This design comes from an exercise in tuning for a short achievable clock period and few clock cycles on the open sky130 flow, not from production work. Function was checked by simulation only, so behaviour that the tests miss may differ from the original. No activity file was given, so power comes from the tool's default toggle rates.

$ cat design/flow/flow/run.sh
#!/bin/bash
# Layout flow: the standard layout (standard.sh: ORFS synthesis through
# finish, unchanged scripts and settings), with one difference: the slow
# stacked-PMOS cells (3- and 4-input OR/NOR, and the AOI/OAI cells with three
# or four inputs in series) are added
# to the platform's don't-use list, so that neither ABC nor the resizer
# places them on the request-decode paths.  Registers are untouched: the
# don't-use list only names combinational cells.
set -euo pipefail
here=$(cd "$(dirname "${BASH_SOURCE[0]}")" && pwd)
du="$(tr '\n' ' ' < "$here/dont_use_platform.txt") $(tr '\n' ' ' < "$here/dont_use_slow.txt")"
bash standard.sh "DONT_USE_CELLS=$du" finish > standard_flow.log 2>&1
test -f out/final.def
$ cat design/flow/flow/dont_use_platform.txt
sky130_fd_sc_hd__lpflow_bleeder_1 sky130_fd_sc_hd__lpflow_clkbufkapwr_1 sky130_fd_sc_hd__lpflow_clkbufkapwr_16 sky130_fd_sc_hd__lpflow_clkbufkapwr_2 sky130_fd_sc_hd__lpflow_clkbufkapwr_4 sky130_fd_sc_hd__lpflow_clkbufkapwr_8 sky130_fd_sc_hd__lpflow_clkinvkapwr_1 sky130_fd_sc_hd__lpflow_clkinvkapwr_16 sky130_fd_sc_hd__lpflow_clkinvkapwr_2 sky130_fd_sc_hd__lpflow_clkinvkapwr_4 sky130_fd_sc_hd__lpflow_clkinvkapwr_8 sky130_fd_sc_hd__lpflow_decapkapwr_12 sky130_fd_sc_hd__lpflow_decapkapwr_3 sky130_fd_sc_hd__lpflow_decapkapwr_4 sky130_fd_sc_hd__lpflow_decapkapwr_6 sky130_fd_sc_hd__lpflow_decapkapwr_8 sky130_fd_sc_hd__lpflow_inputiso0n_1 sky130_fd_sc_hd__lpflow_inputiso0p_1 sky130_fd_sc_hd__lpflow_inputiso1n_1 sky130_fd_sc_hd__lpflow_inputiso1p_1 sky130_fd_sc_hd__lpflow_inputisolatch_1 sky130_fd_sc_hd__lpflow_isobufsrc_1 sky130_fd_sc_hd__lpflow_isobufsrc_16 sky130_fd_sc_hd__lpflow_isobufsrc_2 sky130_fd_sc_hd__lpflow_isobufsrc_4 sky130_fd_sc_hd__lpflow_isobufsrc_8 sky130_fd_sc_hd__lpflow_isobufsrckapwr_16 sky130_fd_sc_hd__lpflow_lsbuf_lh_hl_isowell_tap_1 sky130_fd_sc_hd__lpflow_lsbuf_lh_hl_isowell_tap_2 sky130_fd_sc_hd__lpflow_lsbuf_lh_hl_isowell_tap_4 sky130_fd_sc_hd__lpflow_lsbuf_lh_isowell_4 sky130_fd_sc_hd__lpflow_lsbuf_lh_isowell_tap_1 sky130_fd_sc_hd__lpflow_lsbuf_lh_isowell_tap_2 sky130_fd_sc_hd__lpflow_lsbuf_lh_isowell_tap_4 sky130_fd_sc_hd__probe_p_8 sky130_fd_sc_hd__probec_p_8 
$ cat design/flow/flow/dont_use_slow.txt
sky130_fd_sc_hd__or4_1
sky130_fd_sc_hd__or4_2
sky130_fd_sc_hd__or4_4
sky130_fd_sc_hd__or4b_1
sky130_fd_sc_hd__or4b_2
sky130_fd_sc_hd__or4b_4
sky130_fd_sc_hd__or4bb_1
sky130_fd_sc_hd__or4bb_2
sky130_fd_sc_hd__or4bb_4
sky130_fd_sc_hd__nor4_1
sky130_fd_sc_hd__nor4_2
sky130_fd_sc_hd__nor4_4
sky130_fd_sc_hd__nor4b_1
sky130_fd_sc_hd__nor4b_2
sky130_fd_sc_hd__nor4b_4
sky130_fd_sc_hd__nor4bb_1
sky130_fd_sc_hd__nor4bb_2
sky130_fd_sc_hd__nor4bb_4
sky130_fd_sc_hd__a2111o_1
sky130_fd_sc_hd__a2111o_2
sky130_fd_sc_hd__a2111o_4
sky130_fd_sc_hd__a2111oi_0
sky130_fd_sc_hd__a2111oi_1
sky130_fd_sc_hd__a2111oi_2
sky130_fd_sc_hd__a2111oi_4
sky130_fd_sc_hd__o2111a_1
sky130_fd_sc_hd__o2111a_2
sky130_fd_sc_hd__o2111a_4
sky130_fd_sc_hd__o2111ai_1
sky130_fd_sc_hd__o2111ai_2
sky130_fd_sc_hd__o2111ai_4
sky130_fd_sc_hd__or3_1
sky130_fd_sc_hd__or3_2
sky130_fd_sc_hd__or3_4
sky130_fd_sc_hd__or3b_1
sky130_fd_sc_hd__or3b_2
sky130_fd_sc_hd__or3b_4
sky130_fd_sc_hd__nor3_1
sky130_fd_sc_hd__nor3_2
sky130_fd_sc_hd__nor3_4
sky130_fd_sc_hd__nor3b_1
sky130_fd_sc_hd__nor3b_2
sky130_fd_sc_hd__nor3b_4
sky130_fd_sc_hd__o41a_1
sky130_fd_sc_hd__o41a_2
sky130_fd_sc_hd__o41a_4
sky130_fd_sc_hd__o41ai_1
sky130_fd_sc_hd__o41ai_2
sky130_fd_sc_hd__o41ai_4
sky130_fd_sc_hd__o311a_1
sky130_fd_sc_hd__o311a_2
sky130_fd_sc_hd__o311a_4
sky130_fd_sc_hd__o311ai_0
sky130_fd_sc_hd__o311ai_1
sky130_fd_sc_hd__o311ai_2
sky130_fd_sc_hd__o311ai_4
sky130_fd_sc_hd__o31a_1
sky130_fd_sc_hd__o31a_2
sky130_fd_sc_hd__o31a_4
sky130_fd_sc_hd__o31ai_1
sky130_fd_sc_hd__o31ai_2
sky130_fd_sc_hd__o31ai_4
sky130_fd_sc_hd__o32a_1
sky130_fd_sc_hd__o32a_2
sky130_fd_sc_hd__o32a_4
sky130_fd_sc_hd__o32ai_1
sky130_fd_sc_hd__o32ai_2
sky130_fd_sc_hd__o32ai_4
$ cat design/flow/standard.sh
#!/bin/bash
# synth_recipe.tcl (not shown) runs the flow's synth.tcl, then flattens the netlist and writes it again
# the make line also repeats each setting of config.mk as NAME=value (left out here)
make -C /OpenROAD-flow-scripts/flow DESIGN_CONFIG=/design/flow/config.mk WORK_HOME=/design/flow/orfs CLKGATE_MAP_FILE= SYNTH_SCRIPT=/design/flow/synth_recipe.tcl "${@:-finish}"
$ cat design/flow/config.mk
export PLATFORM = sky130hd
export DESIGN_NAME = ad57xx_ctrl
export DESIGN_NICKNAME = ad57xx_ctrl
export VERILOG_FILES = /design/flow/design.v
export SDC_FILE = /design/flow/constraint.sdc
export NUM_CORES = 4
export LEC_CHECK = 0
export ABC_CLOCK_PERIOD_IN_PS = 1500
export CAP_MARGIN = 20
export CORE_MARGIN = 2
export CORE_UTILIZATION = 40
export PLACE_DENSITY = 0.6
export SETUP_SLACK_MARGIN = 4.0
export SLEW_MARGIN = 20
$ cat design/flow/constraint.sdc
create_clock -name core_clock -period 6.0 [get_ports {clk}]
set_input_delay 1.2000 -clock core_clock [delete_from_list [all_inputs] [get_ports {clk}]]
set_output_delay 1.2000 -clock core_clock [all_outputs]
set_load 0.01 [all_outputs]
$ cat design/flow/design.v
module ad57xx_ctrl (
    input  wire        clk,
    input  wire        rst,            
    input  wire        cfg_dual,       
    input  wire        cfg_readback,   
    input  wire        req_valid,
    output wire        req_ready,
    input  wire [3:0]  req_op,
    input  wire [1:0]  req_kind,
    input  wire [2:0]  req_sel,
    input  wire [2:0]  req_tag,
    input  wire [15:0] req_val,
    input  wire [2:0]  req_ch,
    input  wire        req_on,
    input  wire [15:0] req_value,
    input  wire [3:0]  req_cfg,
    input  wire [2:0]  req_range,
    input  wire [15:0] req_raw,
    output reg         rsp_valid,
    output reg  [1:0]  rsp_result,
    output reg  [2:0]  rsp_tag,
    output reg  [23:0] rsp_data,
    output reg  [7:0]  rsp_terr,
    output wire        tx_valid,
    output wire        tx_xfer,
    output wire [23:0] tx_frame,
    input  wire        tx_done,
    input  wire        tx_err,
    input  wire [7:0]  tx_ecode,
    input  wire [23:0] tx_rx
);
    localparam [3:0] OP_ENCODE    = 4'h0;
    localparam [3:0] OP_WRITE     = 4'h1;
    localparam [3:0] OP_READ      = 4'h2;
    localparam [3:0] OP_SET_POWER = 4'h3;
    localparam [3:0] OP_SET_DAC   = 4'h4;
    localparam [3:0] OP_SET_CFG   = 4'h5;
    localparam [3:0] OP_GET_CFG   = 4'h6;
    localparam [3:0] OP_SET_RANGE = 4'h7;
    localparam [3:0] OP_CLEAR     = 4'h8;
    localparam [3:0] OP_LOAD      = 4'h9;
    localparam [3:0] OP_DESTROY   = 4'hA;
    localparam [3:0] OP_DECODE    = 4'hB;
    localparam [2:0] TAG_NONE  = 3'd0;
    localparam [2:0] TAG_DAC   = 3'd1;
    localparam [2:0] TAG_RANGE = 3'd2;
    localparam [2:0] TAG_PWR   = 3'd3;
    localparam [2:0] TAG_CTL   = 3'd4;
    localparam [1:0] K_DAC   = 2'd0;
    localparam [1:0] K_RANGE = 2'd1;
    localparam [1:0] K_PWR   = 2'd2;
    localparam [1:0] K_CTL   = 2'd3;
    localparam [2:0] FN_NOP     = 3'b000;
    localparam [2:0] FN_CONFIG  = 3'b001;
    localparam [2:0] FN_CLEAR   = 3'b100;
    localparam [2:0] FN_LOAD    = 3'b101;
    localparam [1:0] R_OK    = 2'd0;
    localparam [1:0] R_INVAL = 2'd1;
    localparam [1:0] R_RDERR = 2'd2;
    localparam [1:0] R_TXERR = 2'd3;
    localparam [23:0] XCHG_FRAME = 24'h180000;
    reg        idle;         
    wire       busy = !idle;
    reg        rdy;          
    reg        released;
    reg [3:0]  cfg_shadow;
    reg [15:0] pwr_shadow;
    reg        xfer_q;
    reg [23:0] frame_q;
    reg        last_q;       
    reg        spw_q;        
    reg        wcfg_q;       
    reg        wpwr_q;       
    reg        gcfg_q;       
    reg        on_q;
    reg [3:0]  mask_q;       
    reg        dm_rng_q;     
    reg        dm_cfg_q;     
    reg        dm_err_q;     
    reg [1:0]  dm_kind_q;    
    assign req_ready = rdy;
    reg        txv;
    reg        txx;
    reg [23:0] txf;
    assign tx_valid  = txv;
    assign tx_xfer   = txx;
    assign tx_frame  = txf;
    reg [3:0]  p_op;
    reg [1:0]  p_kind;
    reg [2:0]  p_sel;
    reg [2:0]  p_tag;
    reg [15:0] p_val;
    reg [2:0]  p_ch;
    reg        p_on;
    reg [15:0] p_value;
    reg [3:0]  p_cfg;
    reg [2:0]  p_range;
    reg [15:0] p_raw;
    reg        p_dual;       
    reg        p_rb;         
    reg        pf;           
    reg        pend;         
    always @(posedge clk) begin
        p_op    <= req_op;
        p_kind  <= req_kind;
        p_sel   <= req_sel;
        p_tag   <= req_tag;
        p_val   <= req_val;
        p_ch    <= req_ch;
        p_on    <= req_on;
        p_value <= req_value;
        p_cfg   <= req_cfg;
        p_range <= req_range;
        p_raw   <= req_raw;
        p_dual  <= cfg_dual;
        p_rb    <= cfg_readback;
    end
    wire op_enc = (p_op == OP_ENCODE);
    wire op_wr  = (p_op == OP_WRITE);
    wire op_rd  = (p_op == OP_READ);
    wire op_sp  = (p_op == OP_SET_POWER);
    wire op_sd  = (p_op == OP_SET_DAC);
    wire op_sc  = (p_op == OP_SET_CFG);
    wire op_gc  = (p_op == OP_GET_CFG);
    wire op_sr  = (p_op == OP_SET_RANGE);
    wire op_cl  = (p_op == OP_CLEAR);
    wire op_ld  = (p_op == OP_LOAD);
    wire op_dy  = (p_op == OP_DESTROY);
    wire op_dc  = (p_op == OP_DECODE);
    wire refuse = released || (p_op[3] && p_op[2]);
    wire k_dac = (p_kind == K_DAC);
    wire k_rng = (p_kind == K_RANGE);
    wire k_pwr = (p_kind == K_PWR);
    wire k_ctl = (p_kind == K_CTL);
    wire t_none = (p_tag == TAG_NONE);
    wire t_dac  = (p_tag == TAG_DAC);
    wire t_rng  = (p_tag == TAG_RANGE);
    wire t_pwr  = (p_tag == TAG_PWR);
    wire t_ctl  = (p_tag == TAG_CTL);
    wire sel_legal = p_dual ? (!p_sel[0] && !(p_sel[2] && p_sel[1]))
                              : (!p_sel[2] || (!p_sel[1] && !p_sel[0]));
    wire ch_legal  = p_dual ? (!p_ch[0] && !(p_ch[2] && p_ch[1]))
                              : (!p_ch[2] || (!p_ch[1] && !p_ch[0]));
    wire fn_cfg  = (p_sel == FN_CONFIG);
    wire fn_ok   = !p_sel[1];    
    wire v_hi3z  = (p_val[15:3] == 13'd0);
    wire v_hi4z  = (p_val[15:4] == 12'd0);
    wire v_rngok = !(p_val[2] && p_val[1]);         
    wire enc_full = (k_dac && sel_legal && t_dac) || (k_pwr && t_pwr);
    wire enc_rng  = k_rng && sel_legal && t_rng && v_hi3z && v_rngok;
    wire enc_cfg  = k_ctl && fn_cfg && t_ctl && v_hi4z;
    wire enc_fn   = k_ctl && !fn_cfg && fn_ok && t_none;
    wire enc_ok   = enc_full || enc_rng || enc_cfg || enc_fn;
    wire cmd_ok   = ((k_dac || k_rng) && sel_legal) || k_pwr || (k_ctl && fn_ok);
    wire inval = ((op_enc || op_wr) && !enc_ok) ||
                 ((op_rd || op_dc) && !cmd_ok) ||
                 ((op_sp || op_sd) && !ch_legal) ||
                 (op_sr && (!ch_legal || (p_range[2] && p_range[1])));
    wire tx_op = op_wr || op_rd || op_sp || op_sd || op_sc || (op_gc && p_rb) ||
                 op_sr || op_cl || op_ld;
    wire start = tx_op && !inval;
    wire answer = !(tx_op && !inval);
    wire e_full = op_enc && enc_full;               
    wire e_low  = op_enc && (enc_rng || enc_cfg);   
    wire e_any  = op_enc && enc_ok;                 
    wire d_full = op_dc && ((k_dac && sel_legal) || k_pwr);
    wire d_rng  = op_dc && k_rng && sel_legal;
    wire d_cfg  = op_dc && k_ctl && fn_cfg;
    wire d_err  = op_dc && k_ctl && !fn_cfg && fn_ok;
    wire g_cfg  = op_gc && !p_rb;
    wire r_rngbad = p_raw[2] && p_raw[1];       
    wire [23:0] a_data;
    assign a_data[23:21] = 3'b000;
    assign a_data[20:19] = {2{e_any}} & p_kind;
    assign a_data[18:16] = {3{e_any && !k_pwr}} & p_sel;
    assign a_data[15:4]  = ({12{e_full}} & p_val[15:4]) |
                           ({12{d_full}} & p_raw[15:4]) |
                           {12{d_rng && r_rngbad}};
    assign a_data[3]     = ((e_full || (op_enc && enc_cfg)) && p_val[3]) |
                           ((d_full || d_cfg) && p_raw[3]) |
                           (d_rng && r_rngbad) |
                           (g_cfg && cfg_shadow[3]);
    assign a_data[2:0]   = ({3{e_full || e_low}} & p_val[2:0]) |
                           ({3{d_full || d_cfg || d_rng}} & p_raw[2:0]) |
                           {3{d_rng && r_rngbad}} |
                           ({3{g_cfg}} & cfg_shadow[2:0]);
    wire [2:0] a_tag = ({3{d_full}} & {1'b0, p_kind[1], 1'b1}) |   
                       ({3{d_rng}} & TAG_RANGE) |
                       ({3{d_cfg || g_cfg}} & TAG_CTL);
    wire [1:0] a_result = {d_err, inval};
    wire [2:0]  cmd_addr = k_pwr ? 3'd0 : p_sel;
    wire [3:0]  ch_mask  = (p_ch == 3'd4) ? (p_dual ? 4'h5 : 4'hF) :
                           (4'h1 << p_ch[1:0]);
    wire [15:0] pwr_new0 = p_on ? (pwr_shadow | {12'd0, ch_mask})
                                  : (pwr_shadow & ~{12'd0, ch_mask});
    reg [23:0] a_frame;
    always @* begin
        case (p_op)
            OP_WRITE:     a_frame = {3'b000, p_kind, cmd_addr,
                                     p_val & {16{!(k_ctl && !fn_cfg)}}};
            OP_READ:      a_frame = {3'b100, p_kind, cmd_addr, 16'd0};
            OP_SET_POWER: a_frame = p_rb ? 24'h900000 : {8'h10, pwr_new0};
            OP_SET_DAC:   a_frame = {5'b00000, p_ch, p_value};
            OP_SET_CFG:   a_frame = {8'h19, 12'd0, p_cfg};
            OP_GET_CFG:   a_frame = 24'h990000;
            OP_SET_RANGE: a_frame = {5'b00001, p_ch, 13'd0, p_range};
            OP_CLEAR:     a_frame = 24'h1C0000;
            default:      a_frame = 24'h1D0000;   
        endcase
    end
    wire a_last = !(op_rd || ((op_sp || op_gc) && p_rb));
    wire a_spw  = op_sp;
    wire a_wcfg = op_sc || (op_wr && k_ctl && fn_cfg);
    wire a_wpwr = (op_sp && !p_rb) || (op_wr && k_pwr);
    wire a_gcfg = op_gc;
    wire a_rng  = op_rd && k_rng;
    wire a_cfg  = op_gc || (k_ctl && fn_cfg);
    wire a_err  = op_rd && k_ctl && !fn_cfg;
    wire [1:0] a_dkind = p_kind;
    wire [3:0] o = req_op;
    wire x_simple = (!o[3] && (o[2] || o[1])) || (o[3] && !o[2] && !o[1]);
    wire xo_rd = !o[2] && o[1] && !o[0];
    wire xo_sp = !o[2] && o[1] && o[0];
    wire xo_sd = o[2] && !o[1] && !o[0];
    wire xo_sc = o[2] && !o[1] && o[0];
    wire xo_gc = o[2] && o[1] && !o[0];
    wire xo_sr = o[2] && o[1] && o[0];
    wire xo_cl = o[3] && !o[0];
    wire xo_ld = o[3] && o[0];
    wire x_ch_legal  = p_dual ? (!req_ch[0] && !(req_ch[2] && req_ch[1]))
                              : (!req_ch[2] || (!req_ch[1] && !req_ch[0]));
    wire x_sel_legal = p_dual ? (!req_sel[0] && !(req_sel[2] && req_sel[1]))
                              : (!req_sel[2] || (!req_sel[1] && !req_sel[0]));
    wire xk_pwr   = req_kind[1] && !req_kind[0];
    wire xk_ctl   = req_kind[1] && req_kind[0];
    wire x_fn_cfg = (req_sel == FN_CONFIG);
    wire x_cmd_ok = (!req_kind[1] && x_sel_legal) || xk_pwr || (xk_ctl && !req_sel[1]);
    wire x_inval = ((xo_sp || xo_sd) && !x_ch_legal) ||
                   (xo_sr && (!x_ch_legal || (req_range[2] && req_range[1]))) ||
                   (xo_rd && !x_cmd_ok);
    wire x_gcfg0 = xo_gc && !p_rb;               
    wire x_start = !x_inval && !x_gcfg0;
    wire x_rngbad = req_range[2] && req_range[1];
    wire x_notx = !o[3] && (o[2] ? (o[1] ? (o[0] ? (!x_ch_legal || x_rngbad) : !p_rb)
                                         : (!o[0] && !x_ch_legal))
                                 : (o[1] && (o[0] ? !x_ch_legal : !x_cmd_ok)));
    wire x_go   = o[3] ? (!o[2] && !o[1])
                       : (o[2] ? (o[1] ? (o[0] ? (x_ch_legal && !x_rngbad) : p_rb)
                                       : (o[0] || x_ch_legal))
                               : (o[1] && (o[0] ? x_ch_legal : x_cmd_ok)));
    wire [1:0]  x_result = {1'b0, x_inval};
    wire [2:0]  x_tag    = {x_gcfg0, 2'b00};
    wire [23:0] x_data   = {20'd0, cfg_shadow & {4{x_gcfg0}}};
    wire [3:0]  x_mask;
    assign x_mask[0] = !req_ch[2] ? (req_ch[1:0] == 2'd0) : !req_ch[1] && !req_ch[0];
    assign x_mask[1] = !req_ch[2] ? (req_ch[1:0] == 2'd1) : !req_ch[1] && !req_ch[0] && !p_dual;
    assign x_mask[2] = !req_ch[2] ? (req_ch[1:0] == 2'd2) : !req_ch[1] && !req_ch[0];
    assign x_mask[3] = !req_ch[2] ? (req_ch[1:0] == 2'd3) : !req_ch[1] && !req_ch[0] && !p_dual;
    wire [3:0]  x_pwr;
    assign x_pwr[0] = x_mask[0] ? req_on : pwr_shadow[0];
    assign x_pwr[1] = x_mask[1] ? req_on : pwr_shadow[1];
    assign x_pwr[2] = x_mask[2] ? req_on : pwr_shadow[2];
    assign x_pwr[3] = x_mask[3] ? req_on : pwr_shadow[3];
    wire        x_spw0   = xo_sp && !p_rb;       
    wire [23:0] x_frame;
    assign x_frame[23]    = xo_rd || (xo_sp && p_rb) || xo_gc;
    assign x_frame[22:21] = 2'b00;
    assign x_frame[20]    = xo_rd ? req_kind[1] : !(xo_sd || xo_sr);
    assign x_frame[19]    = xo_rd ? req_kind[0] : !(xo_sd || xo_sp);
    assign x_frame[18]    = (xo_rd && !xk_pwr && req_sel[2]) || ((xo_sd || xo_sr) && req_ch[2]) || o[3];
    assign x_frame[17]    = (xo_rd && !xk_pwr && req_sel[1]) || ((xo_sd || xo_sr) && req_ch[1]);
    assign x_frame[16]    = (xo_rd && !xk_pwr && req_sel[0]) || ((xo_sd || xo_sr) && req_ch[0]) ||
                            xo_sc || xo_gc || xo_ld;
    wire x_hi = o[2] && !o[1];                   
    wire x_sp = o[1] && o[0] && !o[2] && !p_rb;  
    assign x_frame[15:4]  = x_hi ? (req_value[15:4] & {12{!o[0]}})
                                 : (pwr_shadow[15:4] & {12{x_sp}});
    assign x_frame[3]     = x_hi ? (o[0] ? req_cfg[3] : req_value[3])
                                 : (x_sp && x_pwr[3]);
    assign x_frame[2:0]   = o[2] ? (o[1] ? (req_range & {3{o[0]}})
                                         : (o[0] ? req_cfg[2:0] : req_value[2:0]))
                                 : (x_pwr[2:0] & {3{x_sp}});
    wire x_last = !xo_rd && !(xo_sp && p_rb) && !(xo_gc && p_rb);
    wire x_spw  = xo_sp;
    wire x_wcfg = xo_sc;
    wire x_wpwr = x_spw0;
    wire x_gcfg = xo_gc;
    wire x_rng  = xo_rd && !req_kind[1] && req_kind[0];
    wire x_cfg  = xo_gc || (xk_ctl && x_fn_cfg);
    wire x_err  = xo_rd && xk_ctl && !x_fn_cfg;
    wire        usep    = pf || pend;    
    wire [1:0]  f_result = usep ? a_result : x_result;
    wire [2:0]  f_tag    = usep ? a_tag : x_tag;
    wire [23:0] f_data   = usep ? a_data : x_data;
    wire [23:0] f_frame  = usep ? a_frame : x_frame;
    wire        f_last   = usep ? a_last : x_last;
    wire        f_spw    = usep ? a_spw : x_spw;
    wire        f_wcfg   = usep ? a_wcfg : x_wcfg;
    wire        f_wpwr   = usep ? a_wpwr : x_wpwr;
    wire        f_gcfg   = usep ? a_gcfg : x_gcfg;
    wire        f_on     = usep ? p_on : req_on;
    wire [3:0]  f_mask   = usep ? ch_mask : x_mask;
    wire        f_rng    = usep ? a_rng : x_rng;
    wire        f_cfg    = usep ? a_cfg : x_cfg;
    wire        f_err    = usep ? a_err : x_err;
    wire [1:0]  f_dkind  = usep ? a_dkind : req_kind;
    wire        ok_done  = tx_done && !tx_err;
    wire        fin      = tx_done && (tx_err || last_q);
    wire [15:0] rx       = tx_rx[15:0];
    wire [15:0] rx_new   = on_q ? (rx | {12'd0, mask_q}) : (rx & ~{12'd0, mask_q});
    wire        rd_fin   = xfer_q && !spw_q;      
    wire        rx_bad   = dm_rng_q && rx[2] && rx[1];
    wire [15:0] rx_dec   = {({12{!dm_rng_q && !dm_cfg_q}} & rx[15:4]) | {12{rx_bad}},
                            (!dm_rng_q && rx[3]) || rx_bad,
                            rx[2:0] | {3{rx_bad}}};
    wire [23:0] next_frame = frame_q[23] ? XCHG_FRAME : {8'h10, rx_new};
    always @(posedge clk) begin
        if (!busy) begin
            txx <= 1'b0;
            txf <= (req_valid || pend) ? f_frame : 24'd0;
        end else if (tx_done) begin
            txx <= frame_q[23];
            txf <= next_frame;
        end else begin
            txx <= xfer_q;
            txf <= frame_q;
        end
    end
    always @(posedge clk) begin
        if (rst) begin
            idle       <= 1'b1;
            txv        <= 1'b0;
            rdy        <= 1'b1;
            pend       <= 1'b0;
            pf         <= 1'b0;
            released   <= 1'b0;
            cfg_shadow <= 4'b0100;
            pwr_shadow <= 16'h0000;
            rsp_valid  <= 1'b0;
        end else if (!busy && usep) begin
            rsp_valid <= (pend || req_valid) && !refuse && answer;
            idle      <= !((pend || req_valid) && !refuse && start);
            txv       <= (pend || req_valid) && !refuse && start;
            pend      <= 1'b0;
            pf        <= pend && req_valid;
            rdy       <= !((pend || req_valid) && !refuse && start);
            if ((pend || req_valid) && !refuse && op_dy)
                released <= 1'b1;
        end else if (!busy) begin
            rsp_valid <= req_valid && !released && x_notx;
            idle      <= !(req_valid && !released && x_go);
            txv       <= req_valid && !released && x_go;
            pend      <= req_valid && !x_simple;
            pf        <= 1'b0;
            rdy       <= !(req_valid && (!x_simple || (!released && x_go)));
        end else begin
            rsp_valid <= fin;
            idle      <= fin;
            txv       <= !fin;
            pend      <= 1'b0;
            pf        <= req_valid;
            rdy       <= fin;
            if (ok_done && (wcfg_q || (gcfg_q && xfer_q)))
                cfg_shadow <= wcfg_q ? frame_q[3:0] : rx[3:0];
            if (ok_done && wpwr_q)
                pwr_shadow <= frame_q[15:0];
        end
    end
    always @(posedge clk) begin
        if (!busy) begin
            rsp_result <= f_result;
            rsp_tag    <= f_tag;
            rsp_data   <= f_data;
            rsp_terr   <= 8'd0;
            xfer_q     <= 1'b0;
            frame_q    <= f_frame;
            last_q     <= f_last;
            spw_q      <= f_spw;
            wcfg_q     <= f_wcfg;
            wpwr_q     <= f_wpwr;
            gcfg_q     <= f_gcfg;
            on_q       <= f_on;
            mask_q     <= f_mask;
            dm_rng_q   <= f_rng;
            dm_cfg_q   <= f_cfg;
            dm_err_q   <= f_err;
            dm_kind_q  <= f_dkind;
        end else begin
            rsp_result <= tx_err ? R_TXERR : (rd_fin && dm_err_q) ? R_RDERR : R_OK;
            rsp_tag    <= (tx_err || !rd_fin || dm_err_q) ? TAG_NONE :
                          dm_cfg_q ? TAG_CTL : ({1'b0, dm_kind_q} + 3'd1);
            rsp_data   <= (!tx_err && rd_fin && !dm_err_q) ? {8'd0, rx_dec} : 24'd0;
            rsp_terr   <= tx_err ? tx_ecode : 8'd0;
            if (tx_done) begin
                frame_q <= next_frame;
                if (frame_q[23]) begin
                    xfer_q  <= 1'b1;
                    last_q  <= !spw_q;
                end else begin
                    xfer_q  <= 1'b0;
                    last_q  <= 1'b1;
                    wpwr_q  <= 1'b1;
                end
            end
        end
    end
endmodule
==> impl_metrics.toml, run 1 <==
[run]
max-cap-violations = 0

[detailed_routing]
drt_iter0_drc = 852
wl_um = 27200
wl_per_cell_um = 20.7
route.vias.total = 7467
ant_nets = 0
avgViaCountPerCell = 5.67
drc = 0
dr.pass1.iters = 6

[synth]
synth_flop_cell = "dfxtp_1"
synth.area.top_cells = "dfxtp_1, edfxtp_1, nand2_1, o21ai_0, a21oi_1"
synth_commonest_cells = "dfxtp_1, nand2_1, nor2_1, o21ai_0, a21oi_1"
synth_top_area_share_pct = 45.7
yosys.area_share.adder_pct = 0.533
synth_xor_area_share_pct = 0.549
netlist_area_mm2 = 0.00798
synth.mux.area_fraction_pct = 3.54
synthDistinctLibCells = 59
netlist_instances = 867
synth_top_area_cell = "dfxtp_1"
syn_area_per_cell_um2 = 9.20
ys_seq_area_share_pct = 51.3
synth_seq_cells = 197
async_flop_share_pct = 0
synth_compound_area_share_pct = 22.8
ys_warn_count = 1
yosysMostFrequentCell = "dfxtp_1"
synth_top_family_by_area = "compound AO/OA/AOI/OAI gates"
synth_edf_count = 15
synthSimpleGateAreaFrac_pct = 16.2

[power_and_ir_drop]
pwr-share-seq_pct = 47.8
power-per-cell-area_mw_per_mm2 = 274
p_leak_nw = 4.33
internal_power_mw = 2.20
combPwrFrac_pct = 16.3
switching_power_mw = 0.894
power_switching_share_pct = 28.9
p_clk_share_pct = 35.9
peakVddDrop_mv = 0.192

[finish]
layout-drive-gt1-share_pct = 31.7
fin_nets = 1150
area_growth_syn_to_layout_pct = 41.9
postLayoutCellArea_mm2 = 0.0113
diodes = 0

[floorplanning]
dieArea_mm2 = 0.0211
die_h_um = 145
io_pins = 175
die_w_um = 145
start_util_pct = 40.9
rows = 51
coreArea_mm2 = 0.0195

[clock_tree]
numClockSinks = 197
cts_buffers = 17
clkSlewWorstSetupHoldPaths_ps = 70
cts_buffer_depth = 2
clk_latency_ps = 450
cts_tree = "built"
root_buffer = "clkbuf_16"
htree_levels = 4
ctsHoldBuffers = 0

[critical_path]
crit_path_frequent_cell = "buf_12"
cp.required_ps = 6370
worst_setup_path_end_kind = "register"
cp_cell_sequence = "buf_8, buf_12, nand3b_1, nor2_4, buf_12, buf_12, a22oi_2, o221ai_2, a21boi_2"
critPathArrivalTime_ps = 2580
rrSetupSlack_ps = 3970
startpoint_type = "input port"
cp_max_fo = 5
cp_slowest_cell = "nor2_4"
cpPeakStageDelay_ps = 260
path_class = "input port to register"

[timing]
hold_viol = 0
rsz0062_at_grt = "yes"
worst_slew_pin_slew_ps = 933
setup_violations = 0
finalCritPeriodShare_pct = 36.8
slew_violations = 0
period_needed_ps = 2210
fmax_mhz = 453
setup_tns_ps = 0
max_slew_margin_pct = 37.6
clock_skew_ps = 12.9

[placed_design]
io_buffers = 163
hpwlAfterDp_um = 18500
place_area_mm2 = 0.00988
gp_congestion = 0.879

[min_path]
hp-class = "register to register"

[global_routing]
grt_pass1_wl_um = 41900
grt_pass1_vias = 7230
grt_max_degree = 33
grt_use_total_pct = 25.7
grt-ovfl-total = 0
antenna_found_initial = 0

[outcome]
outcome = "finished clean"
[layout by cell type (no fill, tap or decap), drive strengths merged, types with 14 or more instances in the layout]
cell,count
o21ai,62
dfxtp,182
o22ai,16
edfxtp,15
clkdlybuf4s50,78
buf,118
nor2,71
nor2b,15
nand3,16
nand2,117
clkbuf,18
a21oi,54
and2,20
a21boi,14
mux2,18
inv,34
a22oi,20
a221oi,18
a222oi,15
o221ai,14
[per-layer routing]
layer  vias up  track usage, %  wire, um
li1       3476               -         -
met1      3529            36.5     12000
met2       413            38.0     11900
met3        49            5.79      2560
met4         0            10.0       702
met5         -               0         0
[power by group through the flow]
stage | sequential (mW) | combinational (mW) | clock (mW)
finish | 1.48 | 0.505 | 1.11
global route | 1.49 | 0.539 | 1.19
CTS | 1.47 | 0.464 | 1.13
detailed placement | 1.50 | 0.427 | 0
global placement | 1.50 | 0.427 | 0
floorplan | 1.49 | 0.242 | 0
[cells by family after synthesis]
kind of cell,Yosys count
AOI/OAI and AO/OA,268
xor gates and xnor gates,5
adders and majority gates,4
buffers and inverters,86
DFF,197
muxes,26
other,1
and+or+nand+nor,280
[final timing paths]
path	from	end	depth (start not counted)
worst min register to register	frame_q[18]	frame_q[18]	2
worst min-delay path	frame_q[18]	frame_q[18]	2
worst max-delay path	req_op[2]	txf[8]	9
worst max register to register	p_dual	rsp_valid	7
[sequential cells by signal, summed over array words and instances, names as in the netlist, 3 cells and up]
| register | flops |
|---|---|
| p_value | 16 |
| txf | 22 |
| pwr_shadow | 16 |
| p_cfg | 4 |
| rsp_terr | 8 |
| rsp_data | 21 |
| p_raw | 16 |
| p_range | 3 |
| p_op | 4 |
| p_sel | 3 |
| mask_q | 4 |
| p_tag | 3 |
| frame_q | 24 |
| p_ch | 3 |
| p_val | 16 |
| cfg_shadow | 4 |
| rsp_tag | 3 |
[worst max-delay path: cells and delay by family]
| family | cells | cell delay [ps] |
|---|---|---|
| simple gates | 2 | 460 |
| buf+inv | 4 | 500 |
| compound gates | 3 | 420 |
[repair_timing]
item,in CTS,in global routing
gates cloned,3,0
gates resized for setup,445,83
pin swaps,33,15
buffers inserted,26,11
setup endpoints to repair,182,140
[stage by stage]
stage	total power, mW	std cells	util (%)	hold slack, ps	worst slack, ps
6_report	3.10	1317	58.0	439	3790
5_1_grt	3.22	1317	58.0	471	3740
4_1_cts	3.06	1306	55.8	443	3850
3_5_place_dp	1.93	1245	50.6	426	2180
3_3_place_gp	1.93	1245	50.6	416	2170
2_1_floorplan	1.73	869	-	408	3540
[cell type report]
class,instances,area (um2)
clock buffer,18,429
multi-input combinational,586,4110
timing repair buffer,209,2050
clock inverter,14,138
sequential,197,4160
timing repair inverter,1,5.00
fill,1767,8200
inverter,27,105
tap,265,332
Testbench counts, summed over its fixed seeds: cycles 64,223.
==> inputs of run 2 (changes only) <==
--- a/design/flow/design.v
+++ b/design/flow/design.v
@@ -315,15 +315,37 @@
                             rx[2:0] | {3{rx_bad}}};
     wire [23:0] next_frame = frame_q[23] ? XCHG_FRAME : {8'h10, rx_new};
+    wire        t_hold = busy && !tx_done;
+    wire        t_next = busy && tx_done;
+    wire        t_p    = !busy && usep;
+    wire        t_x    = !busy && !usep;
+    wire        t_xr   = t_x && !released;
+    wire        t_vd   = o[2] && !o[1] && !o[0];                   
+    wire        t_sp   = !o[2] && o[1] && o[0] && !p_rb;           
+    wire [23:0] txf_d, frm_d;
+    assign txf_d[23:16] = ({8{t_hold}} & frame_q[23:16]) | ({8{t_next}} & next_frame[23:16]) |
+                          ({8{t_p}} & a_frame[23:16]) | ({8{t_xr}} & x_frame[23:16]);
+    assign txf_d[15:4]  = ({12{t_hold}} & frame_q[15:4]) | ({12{t_next}} & next_frame[15:4]) |
+                          ({12{t_p}} & a_frame[15:4]) |
+                          ({12{t_xr && t_vd}} & req_value[15:4]) |
+                          ({12{t_xr && t_sp}} & pwr_shadow[15:4]);
+    assign txf_d[3:0]   = ({4{t_hold}} & frame_q[3:0]) | ({4{t_next}} & next_frame[3:0]) |
+                          ({4{t_p}} & a_frame[3:0]) | ({4{t_xr}} & x_frame[3:0]);
+    assign frm_d[23:16] = ({8{t_hold}} & txf[23:16]) | ({8{t_next}} & next_frame[23:16]) |
+                          ({8{t_p}} & a_frame[23:16]) | ({8{t_x}} & x_frame[23:16]);
+    assign frm_d[15:4]  = ({12{t_hold}} & txf[15:4]) | ({12{t_next}} & next_frame[15:4]) |
+                          ({12{t_p}} & a_frame[15:4]) |
+                          ({12{t_x && t_vd}} & req_value[15:4]) |
+                          ({12{t_x && t_sp}} & pwr_shadow[15:4]);
+    assign frm_d[3:0]   = ({4{t_hold}} & txf[3:0]) | ({4{t_next}} & next_frame[3:0]) |
+                          ({4{t_p}} & a_frame[3:0]) | ({4{t_x}} & x_frame[3:0]);
     always @(posedge clk) begin
-        if (!busy) begin
+        txf     <= txf_d;
+        frame_q <= frm_d;
+        if (!busy)
             txx <= 1'b0;
-            txf <= (req_valid || pend) ? f_frame : 24'd0;
-        end else if (tx_done) begin
+        else if (tx_done)
             txx <= frame_q[23];
-            txf <= next_frame;
-        end else begin
+        else
             txx <= xfer_q;
-            txf <= frame_q;
-        end
     end
     always @(posedge clk) begin
@@ -374,5 +396,4 @@
             rsp_terr   <= 8'd0;
             xfer_q     <= 1'b0;
-            frame_q    <= f_frame;
             last_q     <= f_last;
             spw_q      <= f_spw;
@@ -393,5 +414,4 @@
             rsp_terr   <= tx_err ? tx_ecode : 8'd0;
             if (tx_done) begin
-                frame_q <= next_frame;
                 if (frame_q[23]) begin
                     xfer_q  <= 1'b1;
==> run 2 against run 1 <==
  * Still clean on timing, DRC and antenna
  * Worst hold slack worse by 7.3 ps
  * Register-to-register slack hardly changed
  * Synthesized cell count increased by 2.3%
  * Power grew 1.4%
  * Combinational power increased by 3%
  * Count of clock-buffer cells in the layout is 1 higher
  * Non-clock buffer count is 17 higher
  * Sequential power rose by 3%
  * Area after synthesis up 2.0%
  * Critical path depth decreased by 8
  * Global-route usage hardly changed
==> impl_metrics.toml, run 2 <==
[outcome]
outcome = "finished clean"

[global_routing]
grt_max_degree = 27
grt-ovfl-total = 0
antenna_found_initial = 0
grt_pass1_vias = 7150
grt_use_total_pct = 25.8
grt_pass1_wl_um = 42300

[timing]
period_needed_ps = 2110
finalCritPeriodShare_pct = 35.2
clock_skew_ps = 12.4
slew_violations = 0
worst_slew_pin_slew_ps = 717
setup_tns_ps = 0
setup_violations = 0
rsz0062_at_grt = "yes"
max_slew_margin_pct = 52.0
hold_viol = 0
fmax_mhz = 474

[detailed_routing]
wl_met1_um = 12900
top_layer_used = "met4"
route.vias.total = 7659
wl_per_cell_um = 21.1
ant_nets = 0
wl_um = 28800
wl_met3_um = 2360
avgViaCountPerCell = 5.62
drt_iter0_drc = 802
drc = 0
wl_met2_um = 12800
dr.pass1.iters = 8

[floorplanning]
rows = 52
coreArea_mm2 = 0.0201
io_pins = 175
die_h_um = 147
die_w_um = 147
dieArea_mm2 = 0.0215
start_util_pct = 40.5

[run]
max-cap-violations = 0

[finish]
fillers = 1772
fin_nets = 1192
mostFrequentLayoutCell = "dfxtp_1"
postLayoutCellArea_mm2 = 0.0116
area_growth_syn_to_layout_pct = 43.0
reg_top3 = "frame_q x24, txf x24, rsp_data x21"
diodes = 0
final_cell_mix = "dfxtp_1, nand2_1, clkdlybuf4s50_1"
layout-drive-gt1-share_pct = 31.0

[synth]
synth.area.top_cells = "dfxtp_1, nand2_1, edfxtp_1, a21oi_1, nor2_1"
synth_flop_cell = "dfxtp_1"
yosysMostFrequentCell = "dfxtp_1"
synth_seq_cells = 199
synthDistinctLibCells = 65
synthSimpleGateAreaFrac_pct = 18.8
synth_top_area_share_pct = 45.3
synth_edf_count = 15
synth_compound_area_share_pct = 21.5
synth_top_family_by_area = "compound AO/OA/AOI/OAI gates"
yosys.area_share.adder_pct = 0.277
synth_xor_area_share_pct = 0.430
netlist_area_mm2 = 0.00814
async_flop_share_pct = 0
ys_warn_count = 1
netlist_instances = 887
ys_seq_area_share_pct = 50.8
synth_top_area_cell = "dfxtp_1"
syn_area_per_cell_um2 = 9.18
synth_commonest_cells = "dfxtp_1, nand2_1, nor2_1, a21oi_1, clkbuf_1"
synth.mux.area_fraction_pct = 3.94

[placed_design]
hpwlAfterDp_um = 18700
gp_congestion = 0.914
place_area_mm2 = 0.0101
io_buffers = 163

[clock_tree]
cts_tree = "built"
clk_latency_ps = 440
root_buffer = "clkbuf_16"
htree_levels = 4
cts_buffer_depth = 2
clkSlewWorstSetupHoldPaths_ps = 80
cts_buffers = 17
numClockSinks = 199
ctsHoldBuffers = 0

[power_and_ir_drop]
peakVddDrop_mv = 0.202
p_leak_nw = 4.78
power-per-cell-area_mw_per_mm2 = 270

[critical_path]
critPathArrivalTime_ps = 910
rrSetupSlack_ps = 3980
cp.depth = 1
cp_top_family = "flip-flops"
cpPeakStageDelay_ps = 360
critPathBufInv = 1
startpoint_type = "register"
cp.required_ps = 4800
cp_max_fo = 2
cp_slowest_cell = "dfxtp_4"
worst_setup_path_end_kind = "output port"
ff2ff_path_depth = 6
cp_cell_sequence = "buf_6"
timing.rr.start = "p_ch[1]"
path_class = "register to output port"
startpoint = "txf[20]"
timing.rr.end = "frame_q[3]"
crit_path_end = "tx_frame[20]"

[min_path]
hp-class = "register to register"
run 2: power by group:
part / total, mW / switching [mW] / internal [mW]
registers: 1.52 / 0.0802 / 1.44
clock network: 1.11 / 0.540 / 0.566
logic: 0.520 / 0.267 / 0.253
total: 3.14 / 0.887 / 2.25
run 2: layer usage:
metal / vias up / global-route usage [%]
met4: 0 / 8.54
met1: 3631 / 36.8
met2: 371 / 39.0
li1: 3597 / -
met3: 60 / 5.31
met5: - / 0
run 2: how the worst min path moves through the flow:
| stage | startpoint | to | slack [ps] | depth (start not counted) |
|---|---|---|---|---|
| 5_1_grt | frame_q[21] | txf[21] | 460 | 1 |
| 3_3_place_gp | frame_q[22] | txf[22] | 410 | 1 |
| 2_1_floorplan | frame_q[21] | txf[21] | 410 | 1 |
| 6_report | frame_q[21] | txf[21] | 430 | 1 |
| 3_5_place_dp | frame_q[22] | txf[22] | 410 | 1 |
| 4_1_cts | frame_q[21] | txf[21] | 440 | 1 |
run 2: repair_timing:
| action | in CTS | in global routing |
|---|---|---|
| buffers inserted | 35 | 21 |
| cloned | 5 | 3 |
| setup endpoints to repair | 186 | 128 |
| pin swaps | 32 | 29 |
| resized for setup | 497 | 57 |
run 2: final cells by class:
type | instances | area (um2) | area share, %
timing repair buffer | 226 | 2240 | 19.2
multi-input combinational | 617 | 4220 | 36.2
tap | 270 | 338 | 2.90
clock inverter | 13 | 111 | 0.957
inverter | 20 | 78.8 | 0.677
sequential | 199 | 4200 | 36.1
clock buffer | 19 | 453 | 3.89
run 2: cells by family after synthesis:
family / Yosys count
adders and majority gates: 2
DFF: 199
xor gates and xnor gates: 4
buffers and inverters: 77
muxes: 30
other: 1
and+or+nand+nor: 322
AOI/OAI and AO/OA: 252
run 2: worst reg2reg max path: cells and delay by family, from the launching register on:
| kind | cells | cell delay [ps] |
|---|---|---|
| compound gates | 4 | 780 |
| flops | 1 | 360 |
| simple gates | 1 | 370 |
| mux | 1 | 380 |
run 2: through the flow:
step | utilization [%] | instances | setup slack [ps] | total power [mW] | hold WS, ps
after detailed placement | 50.0 | 1268 | 2180 | 1.96 | 413
after global placement | 50.0 | 1268 | 2200 | 1.96 | 410
after CTS | 55.8 | 1340 | 3880 | 3.12 | 436
after floorplan | - | 889 | 3670 | 1.75 | 406
final | 57.9 | 1364 | 3890 | 3.14 | 432
after global routing | 57.9 | 1364 | 3870 | 3.26 | 455
Testbench counts of run 2, summed over its fixed seeds: cycles 64,223.
==> inputs of run 3 (changes only) <==
--- a/design/flow/config.mk
+++ b/design/flow/config.mk
@@ -9,6 +9,6 @@
 export CAP_MARGIN = 20
 export CORE_MARGIN = 2
-export CORE_UTILIZATION = 40
-export PLACE_DENSITY = 0.6
+export CORE_UTILIZATION = 55
+export PLACE_DENSITY = 0.72
 export SETUP_SLACK_MARGIN = 4.0
 export SLEW_MARGIN = 20
==> run 3 against run 2 <==
  * Count of clock-buffer cells in the layout decreased by 1
  * Critical path depth unchanged
  * Power is 1.7% higher
  * Global-route usage grew 9.0 points
  * Clock power is 4% higher
  * Die area shrank 27%
  * Fmax decreased by 0.81%
  * Via count grew 6.9%
  * Clock skew barely moved
==> impl_metrics.toml, run 3 <==
[outcome]
outcome = "finished clean"

[timing]
setup_violations = 0
slew_violations = 0
clock_skew_ps = 12.3
worst_slew_pin_slew_ps = 760
finalCritPeriodShare_pct = 35.4
fmax_mhz = 470
max_slew_margin_pct = 49.1
rsz0062_at_grt = "yes"
hold_viol = 0
setup_tns_ps = 0
period_needed_ps = 2130

[detailed_routing]
wl_um = 29300
avgViaCountPerCell = 6.43
drc = 0
route.vias.total = 8190
dr.pass1.iters = 10
ant_nets = 0
wl_per_cell_um = 23.0
drt_iter0_drc = 1402

[power_and_ir_drop]
peakVddDrop_mv = 0.220
power-per-cell-area_mw_per_mm2 = 276
p_leak_nw = 4.76

[clock_tree]
clk_latency_ps = 440
ctsHoldBuffers = 0
cts_buffer_depth = 2
root_buffer = "clkbuf_16"
cts_tree = "built"
numClockSinks = 199
clkSlewWorstSetupHoldPaths_ps = 80
htree_levels = 4
cts_buffers = 17

[run]
max-cap-violations = 0

[synth]
ys_seq_area_share_pct = 50.8
ys_warn_count = 1
syn_area_per_cell_um2 = 9.18
synth_seq_cells = 199
synth_commonest_cells = "dfxtp_1, nand2_1, nor2_1, a21oi_1, clkbuf_1"
synth_top_area_share_pct = 45.3
synth_edf_count = 15
netlist_area_mm2 = 0.00814
synth_top_area_cell = "dfxtp_1"
netlist_instances = 887
synth.area.top_cells = "dfxtp_1, nand2_1, edfxtp_1, a21oi_1, nor2_1"
async_flop_share_pct = 0
synthDistinctLibCells = 65
synth_flop_cell = "dfxtp_1"
yosysMostFrequentCell = "dfxtp_1"

[floorplanning]
die_h_um = 126
start_util_pct = 56.2
die_w_um = 126
io_pins = 175
rows = 44
dieArea_mm2 = 0.0158
coreArea_mm2 = 0.0145

[min_path]
hold_end = "txf[19]"
hp-class = "register to register"
hold_depth = 1
min_from = "frame_q[19]"

[global_routing]
grt_pass1_wl_um = 42600
grt_pass1_vias = 7640
grtUsageMet2_pct = 54.7
met1_usage_pct = 45.7
met3_usage_pct = 9.81
grt_max_degree = 33
busiest_layer = "met2"
grt_use_total_pct = 34.8
antenna_found_initial = 0
grt-ovfl-total = 0

[finish]
fin_nets = 1187
area_growth_syn_to_layout_pct = 42.3
reg_top3 = "frame_q x24, txf x24, rsp_data x21"
layout-drive-gt1-share_pct = 31.4
final_cell_mix = "dfxtp_1, nand2_1, clkdlybuf4s50_1"
mostFrequentLayoutCell = "dfxtp_1"
stdcell_count = 1273
diodes = 0
fillers = 902

[critical_path]
cp_cell_sequence = "buf_6"
cp_top_family = "flip-flops"
critPathBufInv = 1
worst_setup_path_end_kind = "output port"
critPathArrivalTime_ps = 930
ff2ff_path_depth = 6
cp_slowest_cell = "dfxtp_2"
timing.rr.start = "p_op[0]"
cp_max_fo = 2
cp.required_ps = 4800
timing.rr.end = "txf[0]"
path_class = "register to output port"
rrSetupSlack_ps = 3930
cpPeakStageDelay_ps = 370
startpoint_type = "register"

[placed_design]
dp.cells = 1183
gp_congestion = 0.985
hpwlAfterDp_um = 18600
io_buffers = 163
## run 3: how the worst max path moves through the flow
stage	cells past startpoint	to	start
2_1_floorplan	6	txf[0]	req_ch[1]
3_3_place_gp	7	rsp_valid	req_op[1]
3_5_place_dp	7	rsp_valid	req_op[1]
4_1_cts	1	tx_frame[20]	txf[20]
5_1_grt	1	tx_frame[23]	txf[23]
6_report	1	tx_frame[20]	txf[20]
## run 3: timing repair
| action | 4_1_cts | 5_1_grt |
|---|---|---|
| resized for setup | 495 | 75 |
| pin swaps | 28 | 27 |
| endpoints found under the hold margin | 0 | 0 |
| cloned | 5 | 2 |
| endpoints found under the setup margin | 183 | 149 |
| setup buffers | 28 | 23 |
## run 3: report_power, final
group | leakage (nW) | switching, mW | internal (mW)
combinational | 2.77 | 0.267 | 0.254
sequential | 1.71 | 0.0864 | 1.44
clock | 0.280 | 0.550 | 0.602
total | 4.76 | 0.904 | 2.29
## run 3: routing by layer
metal  vias up  wire (um)
li1       3595          -
met1      3820      11300
met2       634      13100
met3       141       3530
met4         0       1370
met5         -          0
## run 3: logic make-up after synthesis
logic type               Yosys count  share of synthesized area (%)
buffers and inverters             77                           4.17
other                              1                         0.0461
AND/OR/NAND/NOR                  322                           18.8
multiplexers                      30                           3.94
XOR/XNOR                           4                          0.430
flip-flops                       199                           50.8
AO/OA/AOI/OAI                    252                           21.5
adder cells (fa/ha/maj)            2                          0.277
## run 3: area by class of cell
class	count	area, um2	share of cell area, %
clock buffers	18	439	3.79
clock inverters	14	159	1.37
inverters	20	77.6	0.670
multi-input cells	616	4200	36.2
flip-flops and latches	199	4220	36.4
well taps	184	230	1.99
repair buffers	222	2260	19.5
## run 3: through the flow
step | worst slack, ps | hold slack, ps | utilization, % | instance area (um2) | power (mW)
6_report | 3870 | 438 | 80.0 | 11600 | 3.20
3_3_place_gp | 2430 | 417 | 68.8 | 9960 | 1.95
3_5_place_dp | 2390 | 423 | 68.8 | 9960 | 1.96
2_1_floorplan | 3670 | 406 | - | 8520 | 1.75
5_1_grt | 3860 | 450 | 80.0 | 11600 | 3.28
4_1_cts | 3880 | 439 | 77.0 | 11200 | 3.13
==> inputs of run 4 (changes only) <==
--- a/design/flow/flow/run.sh
+++ b/design/flow/flow/run.sh
@@ -3,7 +3,7 @@
 # finish, unchanged scripts and settings), with one difference: the slow
 # stacked-PMOS cells (3- and 4-input OR/NOR, and the AOI/OAI cells with three
-# or four inputs in series) are added
-# to the platform's don't-use list, so that neither ABC nor the resizer
-# places them on the request-decode paths.  Registers are untouched: the
+# or four inputs in series) and the delay cells are added to the platform's
+# don't-use list, so that neither ABC nor the resizer places them on the
+# request-decode paths.  Registers are untouched: the
 # don't-use list only names combinational cells.
 set -euo pipefail
--- a/design/flow/flow/dont_use_slow.txt
+++ b/design/flow/flow/dont_use_slow.txt
@@ -67,2 +67,22 @@
 sky130_fd_sc_hd__o32ai_2
 sky130_fd_sc_hd__o32ai_4
+sky130_fd_sc_hd__a311o_1
+sky130_fd_sc_hd__a311o_2
+sky130_fd_sc_hd__a311o_4
+sky130_fd_sc_hd__a311oi_1
+sky130_fd_sc_hd__a311oi_2
+sky130_fd_sc_hd__a311oi_4
+sky130_fd_sc_hd__clkdlybuf4s15_1
+sky130_fd_sc_hd__clkdlybuf4s15_2
+sky130_fd_sc_hd__clkdlybuf4s18_1
+sky130_fd_sc_hd__clkdlybuf4s18_2
+sky130_fd_sc_hd__clkdlybuf4s25_1
+sky130_fd_sc_hd__clkdlybuf4s25_2
+sky130_fd_sc_hd__clkdlybuf4s50_1
+sky130_fd_sc_hd__clkdlybuf4s50_2
+sky130_fd_sc_hd__dlygate4sd1_1
+sky130_fd_sc_hd__dlygate4sd2_1
+sky130_fd_sc_hd__dlygate4sd3_1
+sky130_fd_sc_hd__dlymetal6s2s_1
+sky130_fd_sc_hd__dlymetal6s4s_1
+sky130_fd_sc_hd__dlymetal6s6s_1
--- a/design/flow/config.mk
+++ b/design/flow/config.mk
@@ -9,6 +9,6 @@
 export CAP_MARGIN = 20
 export CORE_MARGIN = 2
-export CORE_UTILIZATION = 55
-export PLACE_DENSITY = 0.72
+export CORE_UTILIZATION = 40
+export PLACE_DENSITY = 0.6
 export SETUP_SLACK_MARGIN = 4.0
 export SLEW_MARGIN = 20
==> run 4 against run 3 <==
  * Count of clock-buffer cells in the layout is 5 higher
  * Area after synthesis is 0.45% higher
  * Register-to-register slack better by 120 ps
  * Via count is 8.3% lower
  * Synthesized cell count is 1.2% lower
  * Critical path type unchanged
  * Highest routed layer unchanged
==> impl_metrics.toml, run 4 <==
[outcome]
outcome = "finished clean"

[clock_tree]
cts_tree = "built"
numClockSinks = 199
clkSlewWorstSetupHoldPaths_ps = 70
cts_buffer_depth = 2
ctsHoldBuffers = 0
htree_levels = 4
root_buffer = "clkbuf_16"
cts_buffers = 17
clk_latency_ps = 430

[floorplanning]
die_h_um = 147
io_pins = 175
dieArea_mm2 = 0.0216
die_w_um = 147
rows = 52
coreArea_mm2 = 0.0202
start_util_pct = 40.5

[power_and_ir_drop]
total_power_mw = 3.23
peakVddDrop_mv = 0.184
power-per-cell-area_mw_per_mm2 = 296
p_leak_nw = 4.22

[synth]
ys_warn_count = 1
synth_top_area_cell = "dfxtp_1"
netlist_instances = 876
yosysMostFrequentCell = "dfxtp_1"
async_flop_share_pct = 0
synth_seq_cells = 199
synthDistinctLibCells = 66
netlist_area_mm2 = 0.00818
synth_edf_count = 15
synth_commonest_cells = "dfxtp_1, nand2_1, a21oi_1, nor2_1, nand3_1"
ys_seq_area_share_pct = 50.6
synth_top_area_share_pct = 45.1
synth_flop_cell = "dfxtp_1"
synth.area.top_cells = "dfxtp_1, nand2_1, edfxtp_1, a21oi_1, nor2_1"
syn_area_per_cell_um2 = 9.33

[detailed_routing]
dr.pass1.iters = 5
wl_per_cell_um = 20.5
ant_nets = 0
drc = 0
wl_um = 27500
route.vias.total = 7513
drt_iter0_drc = 631
avgViaCountPerCell = 5.60

[placed_design]
dp.cells = 1261
io_buffers = 163
gp_congestion = 0.874
hpwlAfterDp_um = 19000

[timing]
fmax_mhz = 472
finalCritPeriodShare_pct = 35.3
worst_slew_pin_slew_ps = 1080
setup_violations = 0
period_needed_ps = 2120
hold_viol = 0
max_slew_margin_pct = 27.8
rsz0062_at_grt = "yes"
holdWs_ps = 432
slew_violations = 0
clock_skew_ps = 10.6
setup_tns_ps = 0

[finish]
fillers = 1872
reg_top3 = "frame_q x24, txf x24, rsp_data x21"
mostFrequentLayoutCell = "dfxtp_1"
stdcell_count = 1342
area_growth_syn_to_layout_pct = 33.7
fin_nets = 1169
layout-drive-gt1-share_pct = 30.6
final_cell_mix = "dfxtp_1, nand2_1, buf_1"

[critical_path]
cp.depth = 1
cp_max_fo = 2
critPathBufInv = 1
worst_setup_path_end_kind = "output port"
cpPeakStageDelay_ps = 380
cp_slowest_cell = "dfxtp_2"
startpoint_type = "register"
cp_top_family = "flip-flops"
cp.required_ps = 4800
critPathArrivalTime_ps = 920
path_class = "register to output port"
ff2ff_path_depth = 5
cp_cell_sequence = "buf_6"

[global_routing]
grt-ovfl-total = 0
grt_pass1_vias = 7102
grt_use_total_pct = 24.9
grt_pass1_wl_um = 41100
antenna_found_initial = 1
grt_max_degree = 24

[min_path]
hp-class = "register to register"
hold_depth = 1

[run]
max-cap-violations = 0
[run 4: changes by cell type after synthesis, moves of 6 or more]
cell and change:
nor2_1 -20, nand3_1 +16, nand3b_1 -14, a211o_1 -12, buf_2 +10, a2bb2oi_2 +8, clkbuf_1 -8, inv_1 -7
o211ai_1 +7, a2bb2oi_1 +6
[run 4: path summary, 6_finish.rpt]
kind | start | to | slack [ps]
hold / removal | frame_q[21] | txf[21] | 430
setup / recovery | txf[20] | tx_frame[20] | 3880
setup reg to reg | p_op[3] | txf[6] | 4050
hold reg to reg | frame_q[21] | txf[21] | 430
[run 4: cells by family (layout without fill, tap and decap cells)]
logic type | count (synthesis) | count (layout) | synth area share, %
buf+inv | 75 | 265 | 4.33
mux | 27 | 27 | 3.57
flops | 199 | 199 | 50.6
other cells | 1 | 4 | 0.0459
simple gates | 318 | 321 | 18.6
xor+xnor | 4 | 4 | 0.428
fa+ha+maj | 2 | 2 | 0.291
compound gates | 250 | 250 | 22.2
[run 4: layout make-up]
| type | instances | area, um2 | area share, % |
|---|---|---|---|
| Multi-Input combinational cell | 607 | 4300 | 39.3 |
| Sequential cell | 199 | 4210 | 38.5 |
| Timing Repair Buffer | 217 | 1380 | 12.6 |
| Clock buffer | 23 | 479 | 4.39 |
| Tap cell | 270 | 338 | 3.09 |
| Clock inverter | 9 | 163 | 1.49 |
| Inverter | 16 | 62.6 | 0.573 |
| Antenna cell | 1 | 2.50 | 0.0229 |
[run 4: stage by stage]
step	utilization, %	setup WS, ps	instance area [um2]
6_report	54.2	3880	10900
5_1_grt	54.2	3870	10900
4_1_cts	52.5	3890	10600
3_5_place_dp	45.6	2150	9200
3_3_place_gp	45.5	2180	9180
2_1_floorplan	-	3750	8700
[run 4: repair_timing]
item / in CTS / in global routing
pin swaps: 23 / 27
endpoints found under the setup margin: 177 / 126
buffers inserted: 23 / 21
resized for setup: 225 / 53
hold endpoints to repair: 0 / 0
gates cloned: 3 / 1
[run 4: per-layer routing]
metal / GRT usage, % / vias up / part of all wire (%)
met4: 8.27 / 0 / 2.5
met1: 35.4 / 3536 / 45
met5: 0 / - / 0
met3: 5.59 / 51 / 8.4
li1: - / 3549 / -
met2: 37.7 / 377 / 44
[run 4: report_power, final]
| group | internal (mW) | total (mW) | switching (mW) |
|---|---|---|---|
| logic | 0.201 | 0.467 | 0.266 |
| clock network | 0.740 | 1.24 | 0.503 |
| registers | 1.44 | 1.52 | 0.0817 |
| total | 2.38 | 3.23 | 0.851 |

-- port drivers added, routing unchanged --
In the flow no input, the clock included, has a driving cell. The finished layouts below were timed again as built, in two steps. Step 1, drivers: a clkbuf_16 drives clk and a buf_2 each remaining input, both assumed. Step 2 moves the port delays by t, midway between the first and last clock arrival at a register: inputs arrive t later, outputs are due t later. That takes back most of the time a late clock gives input paths. Slacks: no drivers / after step 1 / after step 2; pairs: no drivers / after step 1.
run | t, ns | slack for setup (ns) | hold slack, ns | latest minus earliest clock arrival (ns)
run 1 | 0.486 | 3.791 / 3.798 / 3.312 | 0.439 / 0.439 / 0.439 | 0.014 / 0.014
run 2 | 0.473 | 3.891 / 3.826 / 3.353 | 0.432 / 0.432 / 0.432 | 0.014 / 0.014
run 3 | 0.485 | 3.874 / 3.827 / 3.342 | 0.438 / 0.438 / 0.438 | 0.012 / 0.012
run 4 | 0.466 | 3.882 / 3.838 / 3.412 | 0.432 / 0.432 / 0.432 | 0.011 / 0.010
After both steps every run listed still meets setup and hold. For run 2, which loses most, drivers alone change the setup slack by -0.065 ns; drivers and shift together by -0.538 ns.
